This is an optimization exercise on Yosys and OpenROAD, whose aim is small area, a short achievable clock period and few clock cycles, not a production implementation.
Where RTL was checked, it was by simulation tests only, not by an equivalence proof against the original.
No activity file was given, so power comes from the tool's default toggle rates.

==> flow/design.v <==
module st7032_encoder (
    input  wire        clk,
    input  wire        rst,         
    input  wire        cmd_valid,
    output reg         cmd_ready,
    input  wire [15:0] cmd_word,
    input  wire [15:0] cmd_len,
    input  wire        pay_valid,
    output wire        pay_ready,
    input  wire [7:0]  pay_data,
    output reg         rsp_valid,
    output reg  [2:0]  rsp_result,
    output wire [7:0]  rsp_data,
    output wire [3:0]  rsp_step,
    output reg         ev_valid,
    input  wire        ev_ready,
    output wire [2:0]  ev_kind,
    output wire [7:0]  ev_data,
    input  wire        ev_ok,
    input  wire [7:0]  ev_rdata
);
    localparam [2:0] EV_CFG   = 3'd0;
    localparam [2:0] EV_BEGIN = 3'd1;
    localparam [2:0] EV_WRITE = 3'd2;
    localparam [2:0] EV_END   = 3'd3;
    localparam [2:0] EV_REQ   = 3'd4;
    localparam [2:0] EV_WAIT  = 3'd5;
    localparam [2:0] R_OK        = 3'd0;
    localparam [2:0] R_IGNORED   = 3'd1;
    localparam [2:0] R_NOT_READY = 3'd2;
    localparam [2:0] R_BUS_ERROR = 3'd3;
    localparam [2:0] R_READ_FAIL = 3'd4;
    localparam [2:0] R_INVALID   = 3'd5;
    localparam [3:0] S_CFG   = {1'b0, EV_CFG};
    localparam [3:0] S_BEGIN = {1'b0, EV_BEGIN};
    localparam [3:0] S_WSEL  = {1'b0, EV_WRITE};
    localparam [3:0] S_WBYTE = {1'b1, EV_WRITE};
    localparam [3:0] S_END   = {1'b0, EV_END};
    localparam [3:0] S_REQ   = {1'b0, EV_REQ};
    localparam [3:0] S_WAIT  = {1'b0, EV_WAIT};
    reg [3:0]  st;          
    reg [3:0]  op;          
    reg        ready;       
    reg        lines2;      
    reg [7:0]  b;           
    reg [15:0] c;           
    reg        pm;          
    reg        dv;          
    reg        sf;          
    wire busy = !cmd_ready;
    wire idle = cmd_ready;
    wire is_init  = (op == 4'h0);
    wire is_avail = (op == 4'h1);
    wire is_pseq  = (op == 4'h3);
    wire is_data  = (op[3:1] == 3'b001);
    wire in_write = (st[2:0] == EV_WRITE);
    assign ev_kind   = st[2:0];
    assign ev_data   = b;
    reg        pmw, pmv;
    assign pay_ready = (pmw && ev_ready) || pmv;
    assign rsp_data  = b & {8{dv}};
    assign rsp_step  = ~c[3:0] & {4{sf}};
    wire [3:0] w_op = cmd_word[15:12];
    wire [2:0] w_f  = cmd_word[10:8];
    wire [7:0] w_a  = cmd_word[7:0];
    wire w_is2  = (w_op == 4'h2);
    wire w_isA  = (w_op == 4'hA);
    wire w_isB  = (w_op == 4'hB);
    wire w_is7  = (w_op == 4'h7);
    wire w_is6  = (w_op == 4'h6);
    wire w_use_alo = w_is2 || w_isA || w_isB;                  
    wire w_use_a7  = w_is2 || w_isB;                           
    wire w_use_f0  = (w_op == 4'h0) || w_is6 || w_is7 ||
                     (w_op == 4'h8) || (w_op == 4'h9) || w_isB;
    wire w_use_f1  = w_is6 || w_is7;
    wire w_invalid = cmd_word[11] || (w_op == 4'hF) ||
                     ((|w_a[6:0]) && !w_use_alo) || (w_a[7] && !w_use_a7) ||
                     (w_f[0] && !w_use_f0) || (w_f[1] && !w_use_f1) ||
                     (w_f[2] && !w_is7);
    wire w_open   = (w_op[3:1] == 3'b000);    
    wire w_notrdy = !w_open && !ready;
    wire w_ignore = (w_op == 4'hB) && w_f[0] && !lines2;
    wire w_run    = !w_invalid && !w_notrdy && !w_ignore;
    wire w_init   = (w_op == 4'h0) && !w_invalid;
    wire [2:0] w_res = w_invalid ? R_INVALID : w_notrdy ? R_NOT_READY :
                       w_ignore ? R_IGNORED : R_OK;
    wire [3:0] w_st  = (w_op == 4'h0) ? S_CFG : (w_op[3:2] == 2'b11) ? S_REQ : S_BEGIN;
    wire [2:0] c_f = c[10:8];
    wire [7:0] c_a = c[7:0];
    reg  [7:0] cbyte;
    always @(*) begin
        case (op)
            4'h0: begin
                case (~c[3:0])
                    4'd1:    cbyte = 8'h38;
                    4'd2:    cbyte = 8'h39;
                    4'd3:    cbyte = 8'h14;
                    4'd4:    cbyte = 8'h79;
                    4'd5:    cbyte = 8'h50;
                    4'd6:    cbyte = 8'h6C;
                    4'd7:    cbyte = 8'h0C;
                    4'd8:    cbyte = 8'h01;
                    default: cbyte = 8'h06;
                endcase
            end
            4'h2:    cbyte = c_a;
            4'h4:    cbyte = 8'h01;
            4'h5:    cbyte = 8'h02;
            4'h6:    cbyte = {6'b000001, c_f[1:0]};
            4'h7:    cbyte = {5'b00001, c_f};
            4'h8:    cbyte = {5'b00011, c_f[0], 2'b00};
            4'h9:    cbyte = {5'b00010, c_f[0], 2'b00};
            4'hA:    cbyte = {1'b1, c_a[6:0]};
            default: cbyte = {1'b1, c_a[6] ^ c_f[0], c_a[5:0]};
        endcase
    end
    reg [7:0] rd_byte;
    always @(*) begin
        case (op[1:0])
            2'b00:   rd_byte = ev_rdata;                   
            2'b01:   rd_byte = {7'b0, ev_rdata[7]};        
            default: rd_byte = {1'b0, ev_rdata[6:0]};      
        endcase
    end
    wire step1 = (c[3:0] == ~4'd1);
    wire step9 = (c[3:0] == ~4'd9);
    wire err   = rsp_result[0];           
    wire acc  = cmd_valid && cmd_ready;
    wire fire = ev_valid && ev_ready;
    wire take = pay_valid && pay_ready;
    wire f_cfg   = fire && st == S_CFG;
    wire f_begin = fire && st == S_BEGIN;
    wire f_write = fire && in_write;
    wire f_end   = fire && st == S_END;
    wire f_req   = fire && st == S_REQ;
    wire f_wait  = fire && st == S_WAIT;
    wire f_wait1 = f_wait && b[1:0] == 2'd1;
    wire f_wait2 = f_wait && b[1:0] == 2'd2;
    wire f_wait3 = f_wait && b[1:0] == 2'd3;
    wire f_cbyte   = f_write && !st[3] && !is_pseq;
    wire pay_wait  = f_write && !take && pm;
    wire init_adv  = (f_wait1 && is_init && !err && !step1 && !step9) || f_wait2;
    wire init_bad  = f_wait1 && is_init && err;
    wire done = f_req || f_wait3 || (f_end && (is_avail || is_data)) ||
                (f_wait1 && (!is_init || err));
    always @(posedge clk) begin
        if (rst) begin
            cmd_ready <= 1'b1;
            rsp_valid <= 1'b0;
        end else if (acc) begin
            cmd_ready <= !w_run;
            rsp_valid <= !w_run;
        end else if (done) begin
            cmd_ready <= 1'b1;
            rsp_valid <= 1'b1;
        end
    end
    wire v_n = rst ? 1'b0 : acc ? w_run : (done || pay_wait) ? 1'b0 :
               take ? 1'b1 : ev_valid;
    always @(posedge clk)
        ev_valid <= v_n;
    always @(posedge clk) begin
        if (rst)
            ready <= 1'b0;
        else if (acc && w_init)
            ready <= 1'b0;
        else if (f_wait3)
            ready <= 1'b1;
    end
    always @(posedge clk)
        if (acc && w_init)
            lines2 <= w_f[0];
    always @(posedge clk)
        if (idle)
            op <= w_op;
    always @(posedge clk)
        if (idle)
            st <= w_st;
        else if (f_cfg || init_adv)
            st <= S_BEGIN;
        else if (f_begin)
            st <= is_avail ? S_END : S_WSEL;
        else if (f_write)
            st <= (take || pm || f_cbyte) ? S_WBYTE : S_END;
        else if (f_end)
            st <= S_WAIT;
    always @(posedge clk)
        if (acc)
            rsp_result <= w_res;
        else if (f_req)
            rsp_result <= {!ev_ok, 2'b00};
        else if (f_end)
            rsp_result <= {1'b0, {2{!is_avail && !ev_ok}}};
    always @(posedge clk)
        if (acc)
            dv <= 1'b0;
        else if (f_req)
            dv <= ev_ok;
        else if (f_end)
            dv <= is_avail;
    always @(posedge clk)
        if (acc)
            sf <= 1'b0;
        else if (init_bad)
            sf <= 1'b1;
    wire pm_n = rst ? 1'b0 : acc ? (w_run && (w_op == 4'h3) && (cmd_len != 16'd0)) :
                take ? (c != 16'd1) : pm;
    always @(posedge clk) begin
        pm  <= pm_n;
        pmw <= pm_n && !acc && (in_write || f_begin);
        pmv <= pm_n && !v_n;
    end
    wire        dec = take || init_adv;
    wire [15:0] cz;                       
    assign cz[0] = 1'b1;
    genvar gi;
    generate
        for (gi = 1; gi < 16; gi = gi + 1) begin : g_cz
            assign cz[gi] = cz[gi - 1] && !c[gi - 1];
        end
    endgenerate
    wire [15:0] w_c = (w_op == 4'h3) ? cmd_len :
                      {cmd_len[15:11], cmd_word[10:4], cmd_word[3:1] | {3{w_op == 4'h0}}, cmd_word[0]};
    wire [15:0] c_dec = c ^ (cz & {16{dec}});
    always @(posedge clk) begin
        c[15:4] <= idle ? w_c[15:4] : c_dec[15:4];
        c[3:0]  <= acc  ? w_c[3:0]  : c_dec[3:0];     
    end
    wire ld_sel  = f_begin;
    wire ld_3e   = acc || init_adv;
    wire ld_w    = f_end;                 
    wire ld_w23  = f_wait1 && is_init && (step1 || step9);
    wire b_hold  = !(ld_3e || ld_sel || f_cbyte || take || ld_w || ld_w23 || f_req);
    always @(posedge clk)
        b <= ({8{ld_3e}}             & 8'h3E)                     |
             ({8{ld_sel}}            & {1'b0, is_data, 6'b0})     |
             ({8{f_cbyte}}           & cbyte)                     |
             ({8{take}}              & pay_data)                  |
             ({8{ld_w}}              & {7'b0, ev_ok || !is_avail}) |
             ({8{ld_w23}}            & {6'b0, 1'b1, step9})      |
             ({8{f_req}}             & rd_byte)                   |
             ({8{b_hold}}            & b);
endmodule
export LEC_CHECK = 0
export CAP_MARGIN = 20
export CORE_MARGIN = 2
export CORE_UTILIZATION = 40
export SETUP_SLACK_MARGIN = 1.8
export SLEW_MARGIN = 20
create_clock -name core_clock -period 4.0 [get_ports {clk}]
standard.sh (not shown) runs the stock make flow with config.mk's settings and CLKGATE_MAP_FILE= SYNTH_SCRIPT=/design/flow/synth_recipe.tcl, a recipe that flattens the netlist after the stock synthesis.
==> flow/flow/run.sh <==
#!/bin/bash
set -euo pipefail
cd "$(dirname "$0")/.."
export BUFFER_PORTS_ARGS="-buffer_cell sky130_fd_sc_hd__buf_1"
DU="sky130_fd_sc_hd__probe_p_8 sky130_fd_sc_hd__probec_p_8 sky130_fd_sc_hd__lpflow_bleeder_1 sky130_fd_sc_hd__lpflow_clkbufkapwr_1 sky130_fd_sc_hd__lpflow_clkbufkapwr_16 sky130_fd_sc_hd__lpflow_clkbufkapwr_2 sky130_fd_sc_hd__lpflow_clkbufkapwr_4 sky130_fd_sc_hd__lpflow_clkbufkapwr_8 sky130_fd_sc_hd__lpflow_clkinvkapwr_1 sky130_fd_sc_hd__lpflow_clkinvkapwr_16 sky130_fd_sc_hd__lpflow_clkinvkapwr_2 sky130_fd_sc_hd__lpflow_clkinvkapwr_4 sky130_fd_sc_hd__lpflow_clkinvkapwr_8 sky130_fd_sc_hd__lpflow_decapkapwr_12 sky130_fd_sc_hd__lpflow_decapkapwr_3 sky130_fd_sc_hd__lpflow_decapkapwr_4 sky130_fd_sc_hd__lpflow_decapkapwr_6 sky130_fd_sc_hd__lpflow_decapkapwr_8 sky130_fd_sc_hd__lpflow_inputiso0n_1 sky130_fd_sc_hd__lpflow_inputiso0p_1 sky130_fd_sc_hd__lpflow_inputiso1n_1 sky130_fd_sc_hd__lpflow_inputiso1p_1 sky130_fd_sc_hd__lpflow_inputisolatch_1 sky130_fd_sc_hd__lpflow_isobufsrc_1 sky130_fd_sc_hd__lpflow_isobufsrc_16 sky130_fd_sc_hd__lpflow_isobufsrc_2 sky130_fd_sc_hd__lpflow_isobufsrc_4 sky130_fd_sc_hd__lpflow_isobufsrc_8 sky130_fd_sc_hd__lpflow_isobufsrckapwr_16 sky130_fd_sc_hd__lpflow_lsbuf_lh_hl_isowell_tap_1 sky130_fd_sc_hd__lpflow_lsbuf_lh_hl_isowell_tap_2 sky130_fd_sc_hd__lpflow_lsbuf_lh_hl_isowell_tap_4 sky130_fd_sc_hd__lpflow_lsbuf_lh_isowell_4 sky130_fd_sc_hd__lpflow_lsbuf_lh_isowell_tap_1 sky130_fd_sc_hd__lpflow_lsbuf_lh_isowell_tap_2 sky130_fd_sc_hd__lpflow_lsbuf_lh_isowell_tap_4"
for c in or4_1 or4_2 or4_4 or4b_1 or4b_2 or4b_4 or4bb_1 or4bb_2 or4bb_4 nor4_1 nor4_2 nor4_4 nor4b_1 nor4b_2 nor4b_4 nor4bb_1 nor4bb_2 nor4bb_4 or3_1 or3_2 or3_4 or3b_1 or3b_2 or3b_4; do
  DU="$DU sky130_fd_sc_hd__$c"
done
bash standard.sh "DONT_USE_CELLS=$DU" finish > make_finish.log 2>&1
Change:
--- a/flow/design.v
+++ b/flow/design.v
@@ -45,13 +45,12 @@
     reg [7:0]  b;           
     reg [15:0] c;           
     reg        pm;          
     reg        dv;          
     reg        sf;          
     wire busy = !cmd_ready;
-    wire idle = cmd_ready;
     wire is_init  = (op == 4'h0);
     wire is_avail = (op == 4'h1);
     wire is_pseq  = (op == 4'h3);
     wire is_data  = (op[3:1] == 3'b001);
     wire in_write = (st[2:0] == EV_WRITE);
     assign ev_kind   = st[2:0];
@@ -168,16 +167,16 @@
             ready <= 1'b1;
     end
     always @(posedge clk)
         if (acc && w_init)
             lines2 <= w_f[0];
     always @(posedge clk)
-        if (idle)
+        if (acc)
             op <= w_op;
     always @(posedge clk)
-        if (idle)
+        if (acc)
             st <= w_st;
         else if (f_cfg || init_adv)
             st <= S_BEGIN;
         else if (f_begin)
             st <= is_avail ? S_END : S_WSEL;
         else if (f_write)
@@ -216,19 +215,16 @@
     genvar gi;
     generate
         for (gi = 1; gi < 16; gi = gi + 1) begin : g_cz
             assign cz[gi] = cz[gi - 1] && !c[gi - 1];
         end
     endgenerate
-    wire [15:0] w_c = (w_op == 4'h3) ? cmd_len :
-                      {cmd_len[15:11], cmd_word[10:4], cmd_word[3:1] | {3{w_op == 4'h0}}, cmd_word[0]};
-    wire [15:0] c_dec = c ^ (cz & {16{dec}});
-    always @(posedge clk) begin
-        c[15:4] <= idle ? w_c[15:4] : c_dec[15:4];
-        c[3:0]  <= acc  ? w_c[3:0]  : c_dec[3:0];     
-    end
+    always @(posedge clk)
+        c <= acc ? ((w_op == 4'h3) ? cmd_len :
+                    {cmd_len[15:11], cmd_word[10:4], cmd_word[3:1] | {3{w_op == 4'h0}}, cmd_word[0]}) :
+                   c ^ (cz & {16{dec}});
     wire ld_sel  = f_begin;
     wire ld_3e   = acc || init_adv;
     wire ld_w    = f_end;                 
     wire ld_w23  = f_wait1 && is_init && (step1 || step9);
     wire b_hold  = !(ld_3e || ld_sel || f_cbyte || take || ld_w || ld_w23 || f_req);
     always @(posedge clk)
Effect: Worst setup slack got worse by 23 ps. Power fell slightly. Non-clock buffer count came out higher by 10. Routed wire length grows by a few percent. Final area goes up by a few percent. Cell count grows slightly. Via count is higher by a few percent. Maximum frequency came out lower slightly. Critical path depth is lower by 2. Sequential share of layout area is lower by 0.71 points. Die area stays flat.
Testbench counts after the change, summed over its fixed seeds: cycles 6,320.
Only the layout flow was run in the first run of this note; the RTL was not checked for function there.

-- separate check: timing with driven ports --
Ports are ideal in the flow. The routed layouts listed here were re-timed in OpenROAD. Step 1 (the two cells are an assumption about what drives the block):
set clk [get_ports {clk}]
set_driving_cell -lib_cell sky130_fd_sc_hd__clkbuf_16 $clk
set_driving_cell -lib_cell sky130_fd_sc_hd__buf_2 [delete_from_list [all_inputs] $clk]
Step 2, shift: input delay + t, output delay - t, t = (earliest + latest rising clock arrival at the registers) / 2. This alone moves slack from input paths to output paths. Slacks: ideal / step 1 / step 2; pairs: ideal / step 1.
| run | t (ns) | setup slack, ns | worst register clock-pin slew, ns | worst slew at a driven data input, ns | pins driven straight from the clock port |
|---|---|---|---|---|---|
| the first run | 0.325 | 1.873 / 1.878 / 1.553 | 0.09 / 0.09 | 0.03 | 1 |
| the second run | 0.333 | 1.849 / 1.856 / 1.524 | 0.09 / 0.09 | 0.04 | 1 |
After both steps every run listed still meets setup and hold. For the second run, which loses most, drivers alone change the setup slack by +0.007 ns; drivers and shift together by -0.325 ns.
